From an optimization exercise on the open Yosys and OpenROAD flow, aimed at small area, a short achievable clock period and few clock cycles per item; shortcuts taken in it are not production practice.
At most, simulation tests tie the RTL to the original design; equivalence was not proved.

==> inputs of run C <==
// sds_dither
module sds_dither (
    input  wire        clk,
    input  wire        rst,
    input  wire        start,
    input  wire [6:0]  cfg_width,
    input  wire [8:0]  cfg_height,
    output reg         busy,
    output reg         geom_err,
    input  wire        in_valid,
    output reg         in_ready,
    input  wire [23:0] in_rgb,
    output reg         out_valid,
    input  wire        out_ready,
    output reg  [2:0]  out_idx
);
    localparam integer MAX_W = 64;
    localparam integer MAX_H = 480;
    localparam integer CAP   = 5;       
    localparam integer EW    = 39;      
    reg        run;            
    reg [6:0]  w;              
    reg [8:0]  h;
    reg        vi;             
    reg [23:0] rgb_q;
    reg [5:0]  px;             
    reg [8:0]  py;
    reg        vb;             
    reg        xb0;            
    reg        ph1, ph2;       
    reg [2:0]  nfl;            
    reg        pop_q;
    wire geom_ok = (cfg_width  != 7'd0) && (cfg_width  <= MAX_W) &&
                   (cfg_height != 9'd0) && (cfg_height <= MAX_H);
  ...
export LEC_CHECK = 0
export CAP_MARGIN = 20
export CORE_MARGIN = 2
export CORE_UTILIZATION = 40
export SLEW_MARGIN = 20
create_clock -name core_clock -period 70.0 [get_ports {clk}]
standard.sh (not shown) runs the stock make flow with config.mk's settings and CLKGATE_MAP_FILE= SYNTH_SCRIPT=/design/flow/synth_recipe.tcl, a recipe that flattens the netlist after the stock synthesis.
==> flow/flow/run.sh <==
#!/bin/bash
# Layout flow: the standard ORFS layout (standard.sh), with two changes to
# how the layout is made:
#  - port buffers are buf_4 cells instead of the resizer's default pick;
#  - clock tree: larger sink clusters and no dummy loads.
# Each step's full output goes to orfs/logs as usual; standard.sh's own output
# goes to std.log in this folder.
set -euo pipefail
export BUFFER_PORTS_ARGS="-buffer_cell sky130_fd_sc_hd__buf_4"
export CTS_ARGS="-sink_clustering_enable -repair_clock_nets -dont_use_dummy_load -sink_clustering_size 24 -sink_clustering_max_diameter 100"
bash standard.sh > std.log 2>&1
==> inputs of run R, as changes to run C <==
==> flow/run.sh (new file) <==
#!/bin/bash
# synth_recipe.tcl (not shown) runs the flow's synth.tcl, then flattens the netlist and writes it again
# the make line also repeats each setting of config.mk as NAME=value (left out here)
make -C /OpenROAD-flow-scripts/flow DESIGN_CONFIG=/design/flow/config.mk WORK_HOME=/design/flow/orfs CLKGATE_MAP_FILE= SYNTH_SCRIPT=/design/flow/synth_recipe.tcl finish
removed: flow/flow/run.sh
removed: flow/standard.sh
==> inputs of run F, as changes to run C <==
--- a/flow/design.v
+++ b/flow/design.v
@@ -225,11 +225,11 @@
   wire t2_2p = t1_6p & t1_4p;
   wire t3_0g = t2_2g | (t2_2p & t2_0g);
   wire t4_0g = (a[16] & b[16]) | ((a[16] | b[16]) & t3_0g);
   assign co = t4_0g;
 endmodule
-module ad_bk24 (input [23:0] a, input [23:0] b, input ci, output [23:0] s);
+module ad_sk24 (input [23:0] a, input [23:0] b, input ci, output [23:0] s);
   wire [23:0] p0 = a ^ b;
   wire [23:0] g0 = a & b;
   wire g1_1 = g0[1] | (p0[1] & (g0[0] | (p0[0] & ci)));
   wire g1_3 = g0[3] | (p0[3] & g0[2]);
   wire p1_3 = p0[3] & p0[2];
@@ -251,70 +251,92 @@
   wire p1_19 = p0[19] & p0[18];
   wire g1_21 = g0[21] | (p0[21] & g0[20]);
   wire p1_21 = p0[21] & p0[20];
   wire g1_23 = g0[23] | (p0[23] & g0[22]);
   wire p1_23 = p0[23] & p0[22];
+  wire g2_2 = g0[2] | (p0[2] & g1_1);
   wire g2_3 = g1_3 | (p1_3 & g1_1);
+  wire g2_6 = g0[6] | (p0[6] & g1_5);
+  wire p2_6 = p0[6] & p1_5;
   wire g2_7 = g1_7 | (p1_7 & g1_5);
   wire p2_7 = p1_7 & p1_5;
+  wire g2_10 = g0[10] | (p0[10] & g1_9);
+  wire p2_10 = p0[10] & p1_9;
   wire g2_11 = g1_11 | (p1_11 & g1_9);
   wire p2_11 = p1_11 & p1_9;
+  wire g2_14 = g0[14] | (p0[14] & g1_13);
+  wire p2_14 = p0[14] & p1_13;
   wire g2_15 = g1_15 | (p1_15 & g1_13);
   wire p2_15 = p1_15 & p1_13;
+  wire g2_18 = g0[18] | (p0[18] & g1_17);
+  wire p2_18 = p0[18] & p1_17;
   wire g2_19 = g1_19 | (p1_19 & g1_17);
   wire p2_19 = p1_19 & p1_17;
+  wire g2_22 = g0[22] | (p0[22] & g1_21);
+  wire p2_22 = p0[22] & p1_21;
   wire g2_23 = g1_23 | (p1_23 & g1_21);
   wire p2_23 = p1_23 & p1_21;
+  wire g3_4 = g0[4] | (p0[4] & g2_3);
+  wire g3_5 = g1_5 | (p1_5 & g2_3);
+  wire g3_6 = g2_6 | (p2_6 & g2_3);
   wire g3_7 = g2_7 | (p2_7 & g2_3);
+  wire g3_12 = g0[12] | (p0[12] & g2_11);
+  wire p3_12 = p0[12] & p2_11;
+  wire g3_13 = g1_13 | (p1_13 & g2_11);
+  wire p3_13 = p1_13 & p2_11;
+  wire g3_14 = g2_14 | (p2_14 & g2_11);
+  wire p3_14 = p2_14 & p2_11;
   wire g3_15 = g2_15 | (p2_15 & g2_11);
   wire p3_15 = p2_15 & p2_11;
+  wire g3_20 = g0[20] | (p0[20] & g2_19);
+  wire p3_20 = p0[20] & p2_19;
+  wire g3_21 = g1_21 | (p1_21 & g2_19);
+  wire p3_21 = p1_21 & p2_19;
+  wire g3_22 = g2_22 | (p2_22 & g2_19);
+  wire p3_22 = p2_22 & p2_19;
   wire g3_23 = g2_23 | (p2_23 & g2_19);
   wire p3_23 = p2_23 & p2_19;
+  wire g4_8 = g0[8] | (p0[8] & g3_7);
+  wire g4_9 = g1_9 | (p1_9 & g3_7);
+  wire g4_10 = g2_10 | (p2_10 & g3_7);
+  wire g4_11 = g2_11 | (p2_11 & g3_7);
+  wire g4_12 = g3_12 | (p3_12 & g3_7);
+  wire g4_13 = g3_13 | (p3_13 & g3_7);
+  wire g4_14 = g3_14 | (p3_14 & g3_7);
   wire g4_15 = g3_15 | (p3_15 & g3_7);
+  wire g5_16 = g0[16] | (p0[16] & g4_15);
+  wire g5_17 = g1_17 | (p1_17 & g4_15);
+  wire g5_18 = g2_18 | (p2_18 & g4_15);
+  wire g5_19 = g2_19 | (p2_19 & g4_15);
+  wire g5_20 = g3_20 | (p3_20 & g4_15);
+  wire g5_21 = g3_21 | (p3_21 & g4_15);
+  wire g5_22 = g3_22 | (p3_22 & g4_15);
   wire g5_23 = g3_23 | (p3_23 & g4_15);
-  wire g6_11 = g2_11 | (p2_11 & g3_7);
-  wire g6_19 = g2_19 | (p2_19 & g4_15);
-  wire g7_5 = g1_5 | (p1_5 & g2_3);
-  wire g7_9 = g1_9 | (p1_9 & g3_7);
-  wire g7_13 = g1_13 | (p1_13 & g6_11);
-  wire g7_17 = g1_17 | (p1_17 & g4_15);
-  wire g7_21 = g1_21 | (p1_21 & g6_19);
-  wire g8_2 = g0[2] | (p0[2] & g1_1);
-  wire g8_4 = g0[4] | (p0[4] & g2_3);
-  wire g8_6 = g0[6] | (p0[6] & g7_5);
-  wire g8_8 = g0[8] | (p0[8] & g3_7);
-  wire g8_10 = g0[10] | (p0[10] & g7_9);
-  wire g8_12 = g0[12] | (p0[12] & g6_11);
-  wire g8_14 = g0[14] | (p0[14] & g7_13);
-  wire g8_16 = g0[16] | (p0[16] & g4_15);
-  wire g8_18 = g0[18] | (p0[18] & g7_17);
-  wire g8_20 = g0[20] | (p0[20] & g6_19);
-  wire g8_22 = g0[22] | (p0[22] & g7_21);
   assign s[0] = p0[0] ^ ci;
   assign s[1] = p0[1] ^ (g0[0] | (p0[0] & ci));
   assign s[2] = p0[2] ^ g1_1;
-  assign s[3] = p0[3] ^ g8_2;
+  assign s[3] = p0[3] ^ g2_2;
   assign s[4] = p0[4] ^ g2_3;
-  assign s[5] = p0[5] ^ g8_4;
-  assign s[6] = p0[6] ^ g7_5;
-  assign s[7] = p0[7] ^ g8_6;
+  assign s[5] = p0[5] ^ g3_4;
+  assign s[6] = p0[6] ^ g3_5;
+  assign s[7] = p0[7] ^ g3_6;
   assign s[8] = p0[8] ^ g3_7;
-  assign s[9] = p0[9] ^ g8_8;
-  assign s[10] = p0[10] ^ g7_9;
-  assign s[11] = p0[11] ^ g8_10;
-  assign s[12] = p0[12] ^ g6_11;
-  assign s[13] = p0[13] ^ g8_12;
-  assign s[14] = p0[14] ^ g7_13;
-  assign s[15] = p0[15] ^ g8_14;
+  assign s[9] = p0[9] ^ g4_8;
+  assign s[10] = p0[10] ^ g4_9;
+  assign s[11] = p0[11] ^ g4_10;
+  assign s[12] = p0[12] ^ g4_11;
+  assign s[13] = p0[13] ^ g4_12;
+  assign s[14] = p0[14] ^ g4_13;
+  assign s[15] = p0[15] ^ g4_14;
   assign s[16] = p0[16] ^ g4_15;
-  assign s[17] = p0[17] ^ g8_16;
-  assign s[18] = p0[18] ^ g7_17;
-  assign s[19] = p0[19] ^ g8_18;
-  assign s[20] = p0[20] ^ g6_19;
-  assign s[21] = p0[21] ^ g8_20;
-  assign s[22] = p0[22] ^ g7_21;
-  assign s[23] = p0[23] ^ g8_22;
+  assign s[17] = p0[17] ^ g5_16;
+  assign s[18] = p0[18] ^ g5_17;
+  assign s[19] = p0[19] ^ g5_18;
+  assign s[20] = p0[20] ^ g5_19;
+  assign s[21] = p0[21] ^ g5_20;
+  assign s[22] = p0[22] ^ g5_21;
+  assign s[23] = p0[23] ^ g5_22;
 endmodule
 module ge_sk24 (input [23:0] a, input [23:0] b, output ge);
   wire [23:0] nb = ~b;
   wire t0_0g = (a[1] & nb[1]) | ((a[1] | nb[1]) & (a[0] | nb[0]));
   wire t0_2g = (a[3] & nb[3]) | ((a[3] | nb[3]) & (a[2] & nb[2]));
@@ -385,11 +407,11 @@
     wire [23:0] n7 = n5 ^ n6 ^ n4;
     wire [23:0] n8 = {((n5 & n6) | (n5 & n4) | (n6 & n4))} << 1;
     wire [23:0] n9 = n7 ^ n8 ^ 24'd6828011;
     wire [23:0] n10 = {((n7 & n8) | (n7 & 24'd6828011) | (n8 & 24'd6828011))} << 1;
     wire [23:0] n11;
-    ad_bk24 u_n11 (.a(n9), .b(n10), .ci(1'b0), .s(n11));
+    ad_sk24 u_n11 (.a(n9), .b(n10), .ci(1'b0), .s(n11));
     wire [23:0] h1 = n11;
     wire [23:0] n12 = ~{12'b0, vr} ^ {10'b0, vr, 2'b0} ^ {6'b0, vr, 6'b0};
     wire [23:0] n13 = {((~{12'b0, vr} & {10'b0, vr, 2'b0}) | (~{12'b0, vr} & {6'b0, vr, 6'b0}) | ({10'b0, vr, 2'b0} & {6'b0, vr, 6'b0}))} << 1;
     wire [23:0] n14 = {11'b0, vg, 1'b0} ^ {9'b0, vg, 3'b0} ^ {5'b0, vg, 7'b0};
     wire [23:0] n15 = {(({11'b0, vg, 1'b0} & {9'b0, vg, 3'b0}) | ({11'b0, vg, 1'b0} & {5'b0, vg, 7'b0}) | ({9'b0, vg, 3'b0} & {5'b0, vg, 7'b0}))} << 1;
@@ -402,11 +424,11 @@
     wire [23:0] n22 = n18 ^ n19 ^ n20;
     wire [23:0] n23 = {((n18 & n19) | (n18 & n20) | (n19 & n20))} << 1;
     wire [23:0] n24 = n22 ^ n23 ^ n21;
     wire [23:0] n25 = {((n22 & n23) | (n22 & n21) | (n23 & n21))} << 1;
     wire [23:0] n26;
-    ad_bk24 u_n26 (.a(n24), .b(n25), .ci(1'b0), .s(n26));
+    ad_sk24 u_n26 (.a(n24), .b(n25), .ci(1'b0), .s(n26));
     wire [23:0] h2 = n26;
     wire [23:0] n27 = {10'b0, vr, 2'b0} ^ ~{7'b0, vr, 5'b0} ^ {5'b0, vr, 7'b0};
     wire [23:0] n28 = {(({10'b0, vr, 2'b0} & ~{7'b0, vr, 5'b0}) | ({10'b0, vr, 2'b0} & {5'b0, vr, 7'b0}) | (~{7'b0, vr, 5'b0} & {5'b0, vr, 7'b0}))} << 1;
     wire [23:0] n29 = {6'b0, vg, 6'b0} ^ ~{12'b0, vb} ^ {4'b0, vb, 8'b0};
     wire [23:0] n30 = {(({6'b0, vg, 6'b0} & ~{12'b0, vb}) | ({6'b0, vg, 6'b0} & {4'b0, vb, 8'b0}) | (~{12'b0, vb} & {4'b0, vb, 8'b0}))} << 1;
@@ -415,18 +437,18 @@
     wire [23:0] n33 = n31 ^ n32 ^ n30;
     wire [23:0] n34 = {((n31 & n32) | (n31 & n30) | (n32 & n30))} << 1;
     wire [23:0] n35 = n33 ^ n34 ^ 24'd7755642;
     wire [23:0] n36 = {((n33 & n34) | (n33 & 24'd7755642) | (n34 & 24'd7755642))} << 1;
     wire [23:0] n37;
-    ad_bk24 u_n37 (.a(n35), .b(n36), .ci(1'b0), .s(n37));
+    ad_sk24 u_n37 (.a(n35), .b(n36), .ci(1'b0), .s(n37));
     wire [23:0] h3 = n37;
     wire [23:0] n38 = ~{12'b0, vr} ^ ~{6'b0, vr, 6'b0} ^ {4'b0, vr, 8'b0};
     wire [23:0] n39 = {((~{12'b0, vr} & ~{6'b0, vr, 6'b0}) | (~{12'b0, vr} & {4'b0, vr, 8'b0}) | (~{6'b0, vr, 6'b0} & {4'b0, vr, 8'b0}))} << 1;
     wire [23:0] n40 = n38 ^ n39 ^ 24'd8096762;
     wire [23:0] n41 = {((n38 & n39) | (n38 & 24'd8096762) | (n39 & 24'd8096762))} << 1;
     wire [23:0] n42;
-    ad_bk24 u_n42 (.a(n40), .b(n41), .ci(1'b0), .s(n42));
+    ad_sk24 u_n42 (.a(n40), .b(n41), .ci(1'b0), .s(n42));
     wire [23:0] h4 = n42;
     wire [23:0] n43 = ~{12'b0, vr} ^ {4'b0, vr, 8'b0} ^ ~{12'b0, vg};
     wire [23:0] n44 = {((~{12'b0, vr} & {4'b0, vr, 8'b0}) | (~{12'b0, vr} & ~{12'b0, vg}) | ({4'b0, vr, 8'b0} & ~{12'b0, vg}))} << 1;
     wire [23:0] n45 = {10'b0, vg, 2'b0} ^ ~{8'b0, vg, 4'b0} ^ {4'b0, vg, 8'b0};
     wire [23:0] n46 = {(({10'b0, vg, 2'b0} & ~{8'b0, vg, 4'b0}) | ({10'b0, vg, 2'b0} & {4'b0, vg, 8'b0}) | (~{8'b0, vg, 4'b0} & {4'b0, vg, 8'b0}))} << 1;
@@ -439,22 +461,22 @@
     wire [23:0] n53 = n49 ^ n50 ^ n51;
     wire [23:0] n54 = {((n49 & n50) | (n49 & n51) | (n50 & n51))} << 1;
     wire [23:0] n55 = n53 ^ n54 ^ n52;
     wire [23:0] n56 = {((n53 & n54) | (n53 & n52) | (n54 & n52))} << 1;
     wire [23:0] n57;
-    ad_bk24 u_n57 (.a(n55), .b(n56), .ci(1'b0), .s(n57));
+    ad_sk24 u_n57 (.a(n55), .b(n56), .ci(1'b0), .s(n57));
     wire [23:0] h5 = n57;
     wire [23:0] n58 = {9'b0, vr, 3'b0} ^ ~{7'b0, vr, 5'b0} ^ {4'b0, vr, 8'b0};
     wire [23:0] n59 = {(({9'b0, vr, 3'b0} & ~{7'b0, vr, 5'b0}) | ({9'b0, vr, 3'b0} & {4'b0, vr, 8'b0}) | (~{7'b0, vr, 5'b0} & {4'b0, vr, 8'b0}))} << 1;
     wire [23:0] n60 = ~{11'b0, vg, 1'b0} ^ {5'b0, vg, 7'b0} ^ 24'd7831010;
     wire [23:0] n61 = {((~{11'b0, vg, 1'b0} & {5'b0, vg, 7'b0}) | (~{11'b0, vg, 1'b0} & 24'd7831010) | ({5'b0, vg, 7'b0} & 24'd7831010))} << 1;
     wire [23:0] n62 = n58 ^ n59 ^ n60;
     wire [23:0] n63 = {((n58 & n59) | (n58 & n60) | (n59 & n60))} << 1;
     wire [23:0] n64 = n62 ^ n63 ^ n61;
     wire [23:0] n65 = {((n62 & n63) | (n62 & n61) | (n63 & n61))} << 1;
     wire [23:0] n66;
-    ad_bk24 u_n66 (.a(n64), .b(n65), .ci(1'b0), .s(n66));
+    ad_sk24 u_n66 (.a(n64), .b(n65), .ci(1'b0), .s(n66));
     wire [23:0] h6 = n66;
     wire [23:0] n67 = {11'b0, vr, 1'b0} ^ ~{6'b0, vr, 6'b0} ^ {4'b0, vr, 8'b0};
     wire [23:0] n68 = {(({11'b0, vr, 1'b0} & ~{6'b0, vr, 6'b0}) | ({11'b0, vr, 1'b0} & {4'b0, vr, 8'b0}) | (~{6'b0, vr, 6'b0} & {4'b0, vr, 8'b0}))} << 1;
     wire [23:0] n69 = {10'b0, vg, 2'b0} ^ {7'b0, vg, 5'b0} ^ {5'b0, vg, 7'b0};
     wire [23:0] n70 = {(({10'b0, vg, 2'b0} & {7'b0, vg, 5'b0}) | ({10'b0, vg, 2'b0} & {5'b0, vg, 7'b0}) | ({7'b0, vg, 5'b0} & {5'b0, vg, 7'b0}))} << 1;
@@ -469,11 +491,11 @@
     wire [23:0] n79 = n77 ^ n78 ^ n76;
     wire [23:0] n80 = {((n77 & n78) | (n77 & n76) | (n78 & n76))} << 1;
     wire [23:0] n81 = n79 ^ n80 ^ 24'd7396066;
     wire [23:0] n82 = {((n79 & n80) | (n79 & 24'd7396066) | (n80 & 24'd7396066))} << 1;
     wire [23:0] n83;
-    ad_bk24 u_n83 (.a(n81), .b(n82), .ci(1'b0), .s(n83));
+    ad_sk24 u_n83 (.a(n81), .b(n82), .ci(1'b0), .s(n83));
     wire [23:0] h7 = n83;
     wire [23:0] h0 = 24'd8388608;
     wire ge02;
     ge_sk24 u_ge02 (.a(h0), .b(h2), .ge(ge02));
     wire ge03;
@@ -602,11 +624,11 @@
     wire rdy_v1    = run & ~(in_ready & last_in) & room & ~(slow & (in_ready | vi));
     wire rdy_v0    = run & room & ~(slow & vi);
     wire run_v1    = run & ~(in_ready & last_in);
     always @(posedge clk) begin
         rgb_q <= in_rgb;
-        if (~run & ~vi) begin                        
+        if (~busy) begin                             
             w <= cfg_width;
             h <= cfg_height;
         end
         if (rst) begin
             run      <= 1'b0;
@@ -636,11 +658,11 @@
             ph1      <= vi & slow & px_last;
             ph2      <= ph1 & (w == 7'd1);
             nfl      <= nf;
             pop_q    <= out_valid & out_ready;
         end
-        if (~run & ~vi) begin
+        if (~busy) begin
             px <= 6'd0;
             py <= 9'd0;
         end else if (vi) begin
             if (px_last) begin
                 px <= 6'd0;
==> flow/run.sh (new file) <==
#!/bin/bash
# synth_recipe.tcl (not shown) runs the flow's synth.tcl, then flattens the netlist and writes it again
# the make line also repeats each setting of config.mk as NAME=value (left out here)
make -C /OpenROAD-flow-scripts/flow DESIGN_CONFIG=/design/flow/config.mk WORK_HOME=/design/flow/orfs CLKGATE_MAP_FILE= SYNTH_SCRIPT=/design/flow/synth_recipe.tcl finish
removed: flow/flow/run.sh
removed: flow/standard.sh
==> run summary <==
Result of the run: run C timing/DRC/antenna clean; run R timing/DRC/antenna clean; run F timing/DRC/antenna clean
Critical path origin: run C out_idx[1]; run R busy; run F busy
Amount of wire on met3 after detailed routing: run C 14100 microns; run R 13200 microns; run F 14600 microns
Finished Layout Cells: run C 12.3k; run R 12.6k; run F 13.1k
Simple-Gate Fraction of Synth Area: run C 4.84%; run R 4.84%; run F 5.78%
Final core occ: run C 43.4%; run R 45.1%; run F 45.3%
DR pass1 iterations: run C 7; run R 7; run F 8
Complex-gate fraction of the synthesized area: run C 6.15%; run R 6.15%; run F 6.93%
Worst slew pin tran: run C 1160 ps; run R 1220 ps; run F 1170 ps
Die outline height: run C 557 microns; run R 557 microns; run F 559 microns
Number of placement rows: run C 202; run R 202; run F 203
Fraction of area in multi-input gates: run C 28.9%; run R 27.8%; run F 28.4%
Met3 Resource Use GR: run C 2.40%; run R 2.37%; run F 2.34%
Final Net Count: run C 9636; run R 9764; run F 10.1k
Testbench counts of run C, summed over its fixed seeds: cycles 60,864, pixels 60,672.
Testbench counts of run R, summed over its fixed seeds: cycles 60,864, pixels 60,672.
Function not checked in run F: the RTL went through the layout flow alone.

static timing again, ports no longer ideal:
How much do the figures lean on ideal ports? The routed layouts below were timed once more, with nothing changed but the port constraints.
Step 1 (the two cells are an assumption about what drives the block):
set clk [get_ports {clk}]
set_driving_cell -lib_cell sky130_fd_sc_hd__clkbuf_16 $clk
set_driving_cell -lib_cell sky130_fd_sc_hd__buf_2 [delete_from_list [all_inputs] $clk]
Step 2 moves the port delays by t, midway between the first and last clock arrival at a register: inputs arrive t later, outputs are due t later. That takes back most of the time a late clock gives input paths.
a / b / c = no drivers / after step 1 / after step 2; a / b = the first two.
run | t (ns) | setup WS [ns] | hold slack, ns | worst register clock-pin slew, ns | worst data-port slew with drivers (ns)
run C | 0.883 | 54.632 / 54.539 / 54.182 | 0.377 / 0.377 / 0.377 | 0.11 / 0.11 | 0.05
run R | 0.891 | 54.257 / 54.167 / 53.773 | 0.389 / 0.389 / 0.389 | 0.07 / 0.07 | 0.04
run F | 0.904 | 54.023 / 53.929 / 53.568 | 0.352 / 0.352 / 0.352 | 0.07 / 0.07 | 0.04
After both steps every run listed still meets setup and hold. The setup slack of run R, which loses most, moves by -0.090 ns with the drivers and by -0.484 ns with both steps.
